Background: an optimization exercise with open tools, aiming at small area, a short achievable clock period and few clock cycles. Do not read the settings as production practice.
The RTL was checked by simulation tests, not by an equivalence proof against the original design.

==> flow/design.v (excerpt) <==
module gc_src_linear (
    input  wire        clk,
    input  wire        rst,
    input  wire        start,
    input  wire [23:0] cfg_rs,
    input  wire [23:0] cfg_rt,
    input  wire [2:0]  cfg_chm1,
    input  wire        in_valid,
    output wire        in_ready,
    input  wire [31:0] in_data,
    output reg         out_valid,
    input  wire        out_ready,
    output reg  [31:0] out_data
);
    reg [2:0]  chm1;
    reg [2:0]  hd;            
    reg [23:0] rs_q, rt_q;
    reg [31:0] pr [0:7];
    reg [31:0] cr [0:7];
    wire [31:0] p_h = pr[hd];
    wire [31:0] c_h = cr[hd];
    wire load;
    integer k;
    always @(posedge clk) begin
        for (k = 0; k < 7; k = k + 1) begin
            pr[k] <= pr[k+1];
            cr[k] <= cr[k+1];
        end
        pr[7] <= load ? c_h : p_h;               
        cr[7] <= load ? in_data : c_h;
    end
    reg        act;           
    reg        ini;           
    reg        ir;            
    reg [2:0]  ph;            
    reg [2:0]  ldc;           
    reg        lf;            
    reg        ow;            
    reg [2:0]  ec;            
    reg        fst;           
    reg        zp;            
    reg [25:0] acc;           
    reg        last;          
    reg [1:0]  cnt;           
    reg        s_v;           
    reg        qv;            
  ...
For scale: about 8400 cells after synthesis, roughly 900 flip-flops, roughly 120 I/O pins, roughly 68000 um2 of cells after synthesis.
export LEC_CHECK = 0
export ABC_AREA = 1
export CAP_MARGIN = 20
export CORE_MARGIN = 2
export CORE_UTILIZATION = 40
export CTS_CLUSTER_DIAMETER = 130
export CTS_CLUSTER_SIZE = 22
export SETUP_SLACK_MARGIN = 5
export SLEW_MARGIN = 20
create_clock -name core_clock -period 125.0 [get_ports {clk}]
run.sh (not shown) runs the stock make flow with config.mk's settings and CLKGATE_MAP_FILE= SYNTH_SCRIPT=/design/flow/synth_recipe.tcl, a recipe that flattens the netlist after the stock synthesis.
The baseline produced a clean layout.
Testbench counts at the start, summed over its fixed seeds: cycles 276,178.
Change:
- CTS_CLUSTER_DIAMETER: 130 -> 60
- CTS_CLUSTER_SIZE: 22 -> 30
After rerunning: Wire length stays flat; synthesized cell count stays the same; worst setup slack is better by 18 ps; utilization is higher by 0.77 points; area after synthesis stays the same; clock-buffer cell count is higher by 10; cell count goes up slightly; sequential share of layout area goes down by 0.49 points.
Change:
- CTS_CLUSTER_DIAMETER: 60 -> 100
- CTS_CLUSTER_SIZE: 30 -> 20
- GPL_TIMING_DRIVEN: unset -> 0
Result: Maximum frequency fell by 2.7%; core utilization shrinks by 0.15 points.
Change:
- CTS_CLUSTER_DIAMETER: 100 -> 80
- CTS_CLUSTER_SIZE: 20 -> 24
- GPL_TIMING_DRIVEN: 0 -> unset
Die area does not change.
Via count came out lower by about 4%.
Non-clock buffer count falls by 289.
Change:
- CTS_BUF_LIST: unset -> sky130_fd_sc_hd__clkbuf_8
- CTS_CLUSTER_DIAMETER: 80 -> unset
- CTS_CLUSTER_SIZE: 24 -> unset
What happened: Clock skew shrinks by 15 ps; setup slack loses 190 ps; area after synthesis does not change.
Change:
- CTS_BUF_LIST: sky130_fd_sc_hd__clkbuf_8 -> unset
- CTS_CLUSTER_DIAMETER: unset -> 120
- CTS_CLUSTER_SIZE: unset -> 26
After rerunning: The new run passed the timing, design-rule and antenna checks. Setup slack improved by 170 ps. Design area is lower by 2.7%. Via count decreases by about 1.5%. Worst hold slack gets better by 17 ps.

* * *

Starting RTL as in the previous note.
clock: 125.0 ns
lec_check: 0
abc_area: 1
cap_margin: 60
core_margin: 2
core_utilization: 40
cts_buf_list: sky130_fd_sc_hd__clkbuf_8
setup_slack_margin: 5
slew_margin: 60
Testbench counts at the start, summed over its fixed seeds: cycles 276,178.
Change:
--- a/flow/config.mk
+++ b/flow/config.mk
@@ -8,7 +8,8 @@
 export ABC_AREA = 1
-export CAP_MARGIN = 60
+export CAP_MARGIN = 20
 export CORE_MARGIN = 2
 export CORE_UTILIZATION = 40
-export CTS_BUF_LIST = sky130_fd_sc_hd__clkbuf_8
+export CTS_CLUSTER_DIAMETER = 100
+export CTS_CLUSTER_SIZE = 20
 export SETUP_SLACK_MARGIN = 5
-export SLEW_MARGIN = 60
+export SLEW_MARGIN = 20
What happened: Wire length went down by 1.2%; clock-buffer cell count went down by 113; setup slack improved by 0.16 ns; final area went down by 2.9%; first-iteration DRC count went down by 0.47%; hold slack stays flat; global-route usage went down by 0.46 points; core utilization went down by 1.3 points; register-to-register slack got worse by 1.4 ns.

## static timing again, ports no longer ideal
Ports are ideal in the flow. The routed layouts listed here were re-timed in OpenROAD. Step 1, drivers: a clkbuf_16 drives clk and a buf_2 each remaining input, both assumed. Step 2 also shifts input and output timing later by t, the mid clock arrival at the registers, as if the neighbouring blocks saw the same clock. Slacks: ideal ports / drivers / drivers and shift; pairs: ideal ports / drivers.
run | shift t [ns] | setup slack, ns | hold slack, ns | latest minus earliest clock arrival (ns) | slew at the worst register clock pin (ns)
the first run of note 1 | 0.753 | 98.230 / 98.174 / 97.536 | 0.337 / 0.337 / 0.337 | 0.070 / 0.070 | 0.11 / 0.11
the second run of note 1 | 0.798 | 98.247 / 98.172 / 97.507 | 0.317 / 0.317 / 0.317 | 0.069 / 0.069 | 0.11 / 0.11
the third run of note 1 | 0.770 | 97.506 / 97.543 / 96.772 | 0.310 / 0.310 / 0.310 | 0.075 / 0.075 | 0.10 / 0.10
the fourth run of note 1 | 0.778 | 98.233 / 98.158 / 97.552 | 0.289 / 0.289 / 0.289 | 0.087 / 0.086 | 0.11 / 0.11
the fifth run of note 1 | 0.977 | 98.045 / 97.973 / 97.500 | 0.322 / 0.322 / 0.322 | 0.071 / 0.071 | 0.08 / 0.08
the sixth run of note 1 | 0.766 | 98.217 / 98.199 / 97.508 | 0.339 / 0.339 / 0.339 | 0.053 / 0.053 | 0.11 / 0.11
the first run of note 2 | 0.987 | 98.069 / 97.996 / 97.872 | 0.309 / 0.309 / 0.309 | 0.088 / 0.088 | 0.09 / 0.09
the second run of note 2 | 0.775 | 98.234 / 98.156 / 97.531 | 0.306 / 0.306 / 0.306 | 0.080 / 0.080 | 0.10 / 0.10
After both steps setup and hold are still met in every run listed. The setup slack of the second run of note 1, which loses most, moves by -0.075 ns with the drivers and by -0.740 ns with both steps.
